This design comes from an exercise in tuning for small area, a short achievable clock period and few clock cycles per item on the open sky130 flow, not from production work.
At most, simulation tests tie the RTL to the original design; equivalence was not proved.
No activity file was given, so power comes from the tool's default toggle rates.

## lcsa_encoder
module lcsa_encoder (
    input  wire        clk,
    input  wire        rst,           
    input  wire        start,
    input  wire [31:0] len,           
    input  wire [31:0] spb,           
    input  wire [31:0] bits,          
    output wire        busy,
    output wire        s_valid,
    input  wire        s_ready,
    output wire [12:0] s_index,
    output wire [9:0]  s_trits,       
    output wire [63:0] s_time,
    output wire        s_last,
    output wire        done,
    output wire        done_err,
    output wire [2:0]  done_code,
    output wire [3:0]  done_cause,
    output wire [13:0] done_n,
    output wire [7:0]  done_half
);
Size in the first run: roughly 320 flip-flops.
==> flow/config.mk <==
export PLATFORM = sky130hd
export DESIGN_NAME = lcsa_encoder
export DESIGN_NICKNAME = lcsa_encoder
export VERILOG_FILES = /design/flow/design.v
export SDC_FILE = /design/flow/constraint.sdc
export NUM_CORES = 4
export LEC_CHECK = 0
export ABC_CLOCK_PERIOD_IN_PS = 3000
export CAP_MARGIN = 20
export CORE_MARGIN = 2
export CORE_UTILIZATION = 60
export SLEW_MARGIN = 20
==> flow/constraint.sdc <==
create_clock -name core_clock -period 10.0 [get_ports {clk}]
set_input_delay 2.0000 -clock core_clock [delete_from_list [all_inputs] [get_ports {clk}]]
set_output_delay 2.0000 -clock core_clock [all_outputs]
set_load 0.01 [all_outputs]
standard.sh (not shown) runs the stock make flow with config.mk's settings and CLKGATE_MAP_FILE= SYNTH_SCRIPT=/design/flow/synth_recipe.tcl, a recipe that flattens the netlist after the stock synthesis.
==> flow/flow/run.sh <==
#!/bin/bash
set -o pipefail
export SETUP_SLACK_MARGIN=6
export BUFFER_PORTS_ARGS="-buffer_cell sky130_fd_sc_hd__buf_2"
bash standard.sh > standard.log 2>&1
Next try:
--- a/flow/design.v
+++ b/flow/design.v
@@ -44,18 +44,16 @@
     reg         run_r;               
     reg         prm_r;               
     reg  [4:0]  dcnt;
     reg  [53:0] aq;
     reg         c_r;
     reg  [7:0]  ar;
     reg  [53:0] dq;
     reg  [7:0]  dr;
-    reg  [8:0]  sd_r;                
-    reg  [9:0]  s3_r;                
     reg  [4:0]  xa;                  
     wire accept  = start && !busy_r;
     wire len_le0 = len[31] || (len == 32'd0);
     wire spb_le0 = spb[31] || (spb == 32'd0);
     wire len_big = (len[30:6] != 25'd0) || (len[5] && (len[4:0] != 5'd0));
     wire spb_big = (spb[30:9] != 22'd0) || (spb[8] && (spb[7:0] != 8'd0));
     wire chk_err = len_le0 || spb_le0 || len_big || spb_big;
     wire chk_cap = !len_le0 && !spb_le0;
@@ -69,22 +67,27 @@
         r_init = 8'd1;
         p_len  = 4'd0;
         for (k = 0; k < 8; k = k + 1)
             if (sm1[k]) begin
                 r_init = 8'd1 << k;
                 p_len  = k[3:0] + 4'd1;
             end
     end
-    wire [10:0] t4   = {1'b0, dr, 2'b00};
-    wire [10:0] df1  = t4 - {2'b0, sd_r};
-    wire [10:0] df2  = t4 - {1'b0, sd_r, 1'b0};
-    wire [10:0] df3  = t4 - {1'b0, s3_r};
-    wire [1:0]  dqb  = !df3[10] ? 2'd3 : !df2[10] ? 2'd2 : !df1[10] ? 2'd1 : 2'd0;
-    wire [7:0]  dr_d = !df3[10] ? df3[7:0] : !df2[10] ? df2[7:0] : !df1[10] ? df1[7:0] : t4[7:0];
+    function [8:0] dstep;                         
+        input [7:0] r;
+        input [8:0] s;
+        reg   [9:0] d;
+        begin
+            d     = {1'b0, r, 1'b0} - {1'b0, s};
+            dstep = d[9] ? {1'b0, r[6:0], 1'b0} : {1'b1, d[7:0]};
+        end
+    endfunction
+    wire [8:0] st1 = dstep(dr, s_div);
+    wire [8:0] st2 = dstep(st1[7:0], s_div);
     function [54:0] add55;
         input [54:0] a;
         input [54:0] b;
         input        cin;
         reg   [54:0] g, p, gg, pp;
         integer l, i, j;
         begin
             g  = a & b;
@@ -220,25 +223,23 @@
             c_r   <= 1'b0;
             ar    <= 8'd0;
         end else begin
             prm_r <= 1'b0;
             if (!run_r && !prm_r) begin
                 dcnt <= dcnt - 5'd1;
                 if (dcnt == 5'd28) begin
                     dr   <= r_init;
-                    sd_r <= s_div;
-                    s3_r <= {1'b0, s_div} + {s_div, 1'b0};
                     xa   <= 5'd15 - {1'b0, p_len};
                     vn_r <= sm1[7:0];
                     w_r  <= 7'd1;
                     xc_r <= (p_len == 4'd0) ? 3'd0 : p_len[2:0] - 3'd1;
                 end else begin
-                    dq <= {dq[51:0], dqb};
-                    dr <= dr_d;
+                    dq <= {dq[51:0], st1[8], st2[8]};
+                    dr <= st2[7:0];
                     if (!vn_r[7])
                         vn_r <= {vn_r[6:0], 1'b0};
                 end
                 if (dcnt == 5'd1)
                     prm_r <= 1'b1;
             end
             if (prm_r)
                 run_r <= 1'b1;
Effect: The changed run completed with no timing, DRC or antenna violations. Die area went down by 4.9%. Cell count shrinks by 4.0%. Routed wire length drops by 6.4%. Setup slack gets worse by 0.32 ns. Worst hold slack barely changes. Sequential power drops by about 6%. Global-route usage falls by 0.64 points. Clock skew is about the same.
No run of this note included a check of the RTL's function; only the layout flow was run.

---

The RTL this note starts from:
==> flow/design.v <==
module lcsa_encoder (
    input  wire        clk,
    input  wire        rst,           
    input  wire        start,
    input  wire [31:0] len,           
    input  wire [31:0] spb,           
    input  wire [31:0] bits,          
    output wire        busy,
    output wire        s_valid,
    input  wire        s_ready,
    output wire [12:0] s_index,
    output wire [9:0]  s_trits,       
    output wire [63:0] s_time,
    output wire        s_last,
    output wire        done,
    output wire        done_err,
    output wire [2:0]  done_code,
    output wire [3:0]  done_cause,
    output wire [13:0] done_n,
    output wire [7:0]  done_half
);
    reg         busy_r, done_r, sv_r, last_r;
    reg         err_r;
    reg         cap_r;               
    reg         sec_r;               
    reg  [13:0] e_r;                 
    reg         tb_r, tnb_r, tf_r, tfnb_r, tman_r, tami_r;    
    reg         th_r, tm_r;          
    reg  [3:0]  tl_r;                
    reg  [51:0] tfrac_r;
    reg  [8:0]  s_r;                 
    reg         s_one;               
    reg  [31:0] bsh;                 
    reg  [8:0]  j_r;                 
    reg         lj_r;                
    reg  [4:0]  i_r;                 
    reg  [4:0]  lrem;                
    reg         pol_r;               
    reg         f_r;                 
    reg         xf_r;
    reg  [6:0]  w_r;                 
    reg  [7:0]  vn_r;                
    reg  [2:0]  xc_r;                
    reg         run_r;               
    reg         prm_r;               
    reg  [5:0]  dcnt;
    reg  [53:0] aq;
    reg         c_r;
    reg  [7:0]  ar;
    reg  [53:0] dq;
    reg  [7:0]  dr;
    reg  [4:0]  xa;                  
    wire accept  = start && !busy_r;
    wire len_le0 = len[31] || (len == 32'd0);
    wire spb_le0 = spb[31] || (spb == 32'd0);
    wire len_big = (len[30:6] != 25'd0) || (len[5] && (len[4:0] != 5'd0));
    wire spb_big = (spb[30:9] != 22'd0) || (spb[8] && (spb[7:0] != 8'd0));
    wire chk_err = len_le0 || spb_le0 || len_big || spb_big;
    wire chk_cap = !len_le0 && !spb_le0;
    wire chk_sec = chk_cap ? !len_big : !len_le0;
    wire [8:0] s_div = {s_r[8:2], s_r[1] | s_one, s_r[0] & !s_one};
    wire [8:0] sm1   = s_r - 9'd1;                
    reg [7:0] r_init;                             
    reg [3:0] p_len;                              
    integer k;
    always @(*) begin
        r_init = 8'd1;
        p_len  = 4'd0;
        for (k = 0; k < 8; k = k + 1)
            if (sm1[k]) begin
                r_init = 8'd1 << k;
                p_len  = k[3:0] + 4'd1;
            end
    end
    function [8:0] dstep;                         
        input [7:0] r;
        input [8:0] s;
        reg   [9:0] d;
        begin
            d     = {1'b0, r, 1'b0} - {1'b0, s};
            dstep = d[9] ? {1'b0, r[6:0], 1'b0} : {1'b1, d[7:0]};
        end
    endfunction
    wire [8:0] st1 = dstep(dr, s_div);
    function [54:0] add55;
        input [54:0] a;
        input [54:0] b;
        input        cin;
        reg   [54:0] g, p, gg, pp;
        integer l, i, j;
        begin
            g  = a & b;
            p  = a ^ b;
            gg = g;
            pp = p;
            gg[0] = g[0] | (p[0] & cin);
            for (l = 0; l < 6; l = l + 1)
                for (i = 0; i < 55; i = i + 1)
                    if ((i >> l) & 1) begin
                        j = ((i >> l) << l) - 1;
                        gg[i] = gg[i] | (pp[i] & gg[j]);
                        pp[i] = pp[i] & pp[j];
                    end
            add55 = p ^ {gg[53:0], cin};
        end
    endfunction
    wire [54:0] qs    = add55({1'b0, aq}, {1'b0, dq}, c_r);
    wire        xo    = xf_r;
    wire [9:0]  nsx   = ~{1'b0, s_r};
    wire [9:0]  cs1s  = {2'b0, ar} ^ {2'b0, dr} ^ nsx;
    wire [9:0]  cs1c  = ({2'b0, ar} & {2'b0, dr}) | (({2'b0, ar} | {2'b0, dr}) & nsx);
    wire [9:0]  cs2s  = {2'b0, ar} ^ {2'b0, dr} ^ {1'b0, s_r};
    wire [9:0]  cs2c  = ({2'b0, ar} & {2'b0, dr}) | (({2'b0, ar} | {2'b0, dr}) & {1'b0, s_r});
    wire [8:0]  rn0   = {1'b0, ar} + {1'b0, dr};         
    wire [9:0]  rn1   = cs1s + {cs1c[8:0], 1'b1};        
    wire        rc    = !rn1[9];                         
    wire [9:0]  rn0s  = cs2s + {cs2c[8:0], 1'b0};        
    wire [7:0]  ar_n  = rc ? rn1[7:0] : rn0[7:0];
    wire [7:0]  ar_h  = !qs[0] ? rn0[8:1] : rc ? rn1[8:1] : rn0s[8:1];
    wire [9:0]  dr_h  = dq[0] ? ({1'b0, s_r} + {2'd0, dr}) : {2'd0, dr};
    wire [52:0] mrnd  = aq[53:1] + {52'd0, aq[0] | c_r};
    wire        wrap   = lj_r;
    wire [8:0]  j_inc  = j_r + 9'd1;
    wire [8:0]  j_n    = wrap ? 9'd0 : j_inc;
    wire [4:0]  i_n    = wrap ? i_r + 5'd1 : i_r;
    wire [31:0] bsh_n  = wrap ? {1'b0, bsh[31:1]} : bsh;
    wire [4:0]  lrem_n = wrap ? lrem - 5'd1 : lrem;
    wire        pol_n  = (wrap && bsh[0]) ? !pol_r : pol_r;
    wire        f_n    = wrap ? (s_r[8:1] != 8'd0) : (f_r && (j_inc[7:0] != s_r[8:1]));
    wire        lj_n   = wrap ? s_one : (j_inc == sm1);
    wire        x0s    = xf_r && !wrap && (i_r == 5'd0);
    wire [6:0]  w_n    = x0s ? {w_r[5:0], vn_r[6]} : w_r;
    wire [2:0]  xc_n   = x0s ? xc_r - 3'd1 : xc_r;
    wire        xf_n   = lj_n ? ((i_n & (i_n + 5'd1)) == 5'd0)
                              : ((i_n == 5'd0) && (xc_n != 3'd0) && (j_n == {2'd0, w_n}));
    wire mv    = sv_r && s_ready;
    wire ld    = run_r && !last_r && (!sv_r || s_ready);
    wire acc   = ld || prm_r;                
    always @(posedge clk) begin
        if (rst) begin
            busy_r <= 1'b0;
            sv_r   <= 1'b0;
            done_r <= 1'b0;
        end else if (!busy_r) begin
            done_r <= accept && chk_err;
            busy_r <= accept && !chk_err;
            sv_r   <= accept && !chk_err;
        end else begin
            done_r <= mv && last_r;
            busy_r <= !(mv && last_r);
            if (ld)
                sv_r <= 1'b1;
            else if (mv)
                sv_r <= 1'b0;
        end
    end
    always @(posedge clk) begin
        if (accept) begin
            err_r <= chk_err;
            cap_r <= chk_cap;
            sec_r <= chk_sec;
        end
    end
    always @(posedge clk) begin
        if (!busy_r) begin
            e_r     <= 14'd0;
            tb_r    <= bits[0];
            tnb_r   <= !bits[0];
            tf_r    <= (spb[8:1] != 8'd0);
            tfnb_r  <= (spb[8:1] != 8'd0) && !bits[0];
            tman_r  <= !(bits[0] ^ (spb[8:1] != 8'd0));
            tami_r  <= 1'b0;
            last_r  <= (len[5:0] == 6'd1) && (spb[8:0] == 9'd1);
            th_r    <= 1'b0;
            tm_r    <= 1'b0;
            tl_r    <= 4'd0;
            tfrac_r <= 52'd0;
            s_r     <= spb[8:0];
            s_one   <= (spb[8:0] == 9'd1);
            bsh     <= bits;
            j_r     <= 9'd0;
            lj_r    <= (spb[8:0] == 9'd1);
            i_r     <= 5'd0;
            lrem    <= len[4:0] - 5'd1;
            pol_r   <= 1'b0;
            f_r     <= (spb[8:1] != 8'd0);
            xf_r    <= 1'b0;
        end else begin
            if (mv)
                e_r <= e_r + 14'd1;
            if (ld) begin
                tb_r    <= bsh[0];
                tnb_r   <= !bsh[0];
                tf_r    <= f_r;
                tfnb_r  <= f_r && !bsh[0];
                tman_r  <= !(bsh[0] ^ f_r);
                tami_r  <= bsh[0] && pol_r;
                last_r  <= lj_r && (lrem == 5'd0);
                th_r    <= xa[4];
                tm_r    <= !xa[4];
                tl_r    <= xa[3:0];
                tfrac_r <= mrnd[51:0];
            end
            if (acc) begin
                bsh     <= bsh_n;
                j_r     <= j_n;
                lj_r    <= lj_n;
                i_r     <= i_n;
                lrem    <= lrem_n;
                pol_r   <= pol_n;
                f_r     <= f_n;
                xf_r    <= xf_n;
            end
        end
    end
    always @(posedge clk) begin
        if (!busy_r) begin
            run_r <= 1'b0;
            prm_r <= 1'b0;
            dcnt  <= 6'd55;
            aq    <= 54'd0;
            c_r   <= 1'b0;
            ar    <= 8'd0;
        end else begin
            prm_r <= 1'b0;
            if (!run_r && !prm_r) begin
                dcnt <= dcnt - 6'd1;
                if (dcnt == 6'd55) begin
                    dr   <= r_init;
                    xa   <= 5'd15 - {1'b0, p_len};
                    vn_r <= sm1[7:0];
                    w_r  <= 7'd1;
                    xc_r <= (p_len == 4'd0) ? 3'd0 : p_len[2:0] - 3'd1;
                end else begin
                    dq <= {dq[52:0], st1[8]};
                    dr <= st1[7:0];
                    if (!vn_r[7])
                        vn_r <= {vn_r[6:0], 1'b0};
                end
                if (dcnt == 6'd1)
                    prm_r <= 1'b1;
            end
            if (prm_r)
                run_r <= 1'b1;
            if (acc) begin
                w_r  <= w_n;
                xc_r <= xc_n;
                if (x0s)
                    vn_r <= {vn_r[7], vn_r[5:0], 1'b0};
                if (xo) begin
                    aq  <= qs[54:1];
                    c_r <= qs[0] && rc;
                    ar  <= ar_h;
                    dq  <= {1'b0, dq[53:1]};
                    dr  <= dr_h[8:1];
                    xa  <= xa + 5'd1;
                end else begin
                    aq  <= qs[53:0];
                    c_r <= rc;
                    ar  <= ar_n;
                end
            end
        end
    end
    assign busy       = busy_r;
    assign s_valid    = sv_r;
    assign s_index    = e_r[12:0];
    assign s_trits    = {tami_r, tb_r, tman_r, 1'b1, tfnb_r, tf_r, tnb_r, 1'b1, 1'b0, tb_r};
    assign s_time     = {1'b0, th_r, {6{tm_r}}, tl_r, tfrac_r};
    assign s_last     = last_r;
    assign done       = done_r;
    assign done_err   = err_r;
    assign done_code  = {cap_r, 1'b0, !cap_r};
    assign done_cause = {1'b0, cap_r, sec_r, !sec_r};
    assign done_n     = e_r;
    assign done_half  = s_r[8:1];
endmodule
export LEC_CHECK = 0
export ABC_CLOCK_PERIOD_IN_PS = 3000
export CAP_MARGIN = 20
export CORE_MARGIN = 2
export CORE_UTILIZATION = 60
export SLEW_MARGIN = 20
create_clock -name core_clock -period 10.0 [get_ports {clk}]
Scripts as last shown in full above: flow/flow/run.sh
Testbench counts at the start, summed over its fixed seeds: cycles 60,342, samples 57,598.
Change:
--- a/flow/design.v
+++ b/flow/design.v
@@ -43,7 +43,7 @@
     reg  [2:0]  xc_r;                
     reg         run_r;               
     reg         prm_r;               
-    reg  [5:0]  dcnt;
+    reg  [4:0]  dcnt;
     reg  [53:0] aq;
     reg         c_r;
     reg  [7:0]  ar;
@@ -82,6 +82,7 @@
         end
     endfunction
     wire [8:0] st1 = dstep(dr, s_div);
+    wire [8:0] st2 = dstep(st1[7:0], s_div);
     function [54:0] add55;
         input [54:0] a;
         input [54:0] b;
@@ -210,6 +211,9 @@
                 pol_r   <= pol_n;
                 f_r     <= f_n;
                 xf_r    <= xf_n;
+                w_r     <= w_n;
+                vn_r    <= x0s ? {vn_r[7], vn_r[5:0], 1'b0} : vn_r;
+                xc_r    <= xc_n;
             end
         end
     end
@@ -217,36 +221,32 @@
         if (!busy_r) begin
             run_r <= 1'b0;
             prm_r <= 1'b0;
-            dcnt  <= 6'd55;
+            dcnt  <= 5'd28;
             aq    <= 54'd0;
             c_r   <= 1'b0;
             ar    <= 8'd0;
         end else begin
             prm_r <= 1'b0;
             if (!run_r && !prm_r) begin
-                dcnt <= dcnt - 6'd1;
-                if (dcnt == 6'd55) begin
+                dcnt <= dcnt - 5'd1;
+                if (dcnt == 5'd28) begin
                     dr   <= r_init;
                     xa   <= 5'd15 - {1'b0, p_len};
                     vn_r <= sm1[7:0];
                     w_r  <= 7'd1;
                     xc_r <= (p_len == 4'd0) ? 3'd0 : p_len[2:0] - 3'd1;
                 end else begin
-                    dq <= {dq[52:0], st1[8]};
-                    dr <= st1[7:0];
+                    dq <= {dq[51:0], st1[8], st2[8]};
+                    dr <= st2[7:0];
                     if (!vn_r[7])
                         vn_r <= {vn_r[6:0], 1'b0};
                 end
-                if (dcnt == 6'd1)
+                if (dcnt == 5'd1)
                     prm_r <= 1'b1;
             end
             if (prm_r)
                 run_r <= 1'b1;
             if (acc) begin
-                w_r  <= w_n;
-                xc_r <= xc_n;
-                if (x0s)
-                    vn_r <= {vn_r[7], vn_r[5:0], 1'b0};
                 if (xo) begin
                     aq  <= qs[54:1];
                     c_r <= qs[0] && rc;
- The new run died in 1_2_yosys
The RTL of the second run of this note was laid out without a check of its function.

[what the ideal ports hide]
No port has a modelled driver above. Below, the same layouts with a new extraction and two added sets of constraints.
Step 1, drivers: a clkbuf_16 drives clk and a buf_2 each remaining input, both assumed.
Step 2 also shifts input and output timing later by t, the mid clock arrival at the registers, as if the neighbouring blocks saw the same clock.
a / b / c = ideal ports / drivers / drivers and shift; a / b = the first two.
run	shift t [ns]	setup slack, ns	worst setup path after step 2	worst slew at a driven data input, ns
the first run of note 1	0.589	6.113 / 6.138 / 5.548	input to register	0.06
the second run of note 1	0.572	5.795 / 5.795 / 5.651	input to register	0.06
the first run of note 2	0.573	6.147 / 6.170 / 5.597	input to register	0.05
After both steps setup and hold are still met in every run listed. The setup slack of the first run of note 1, which loses most, moves by +0.025 ns with the drivers and by -0.565 ns with both steps.
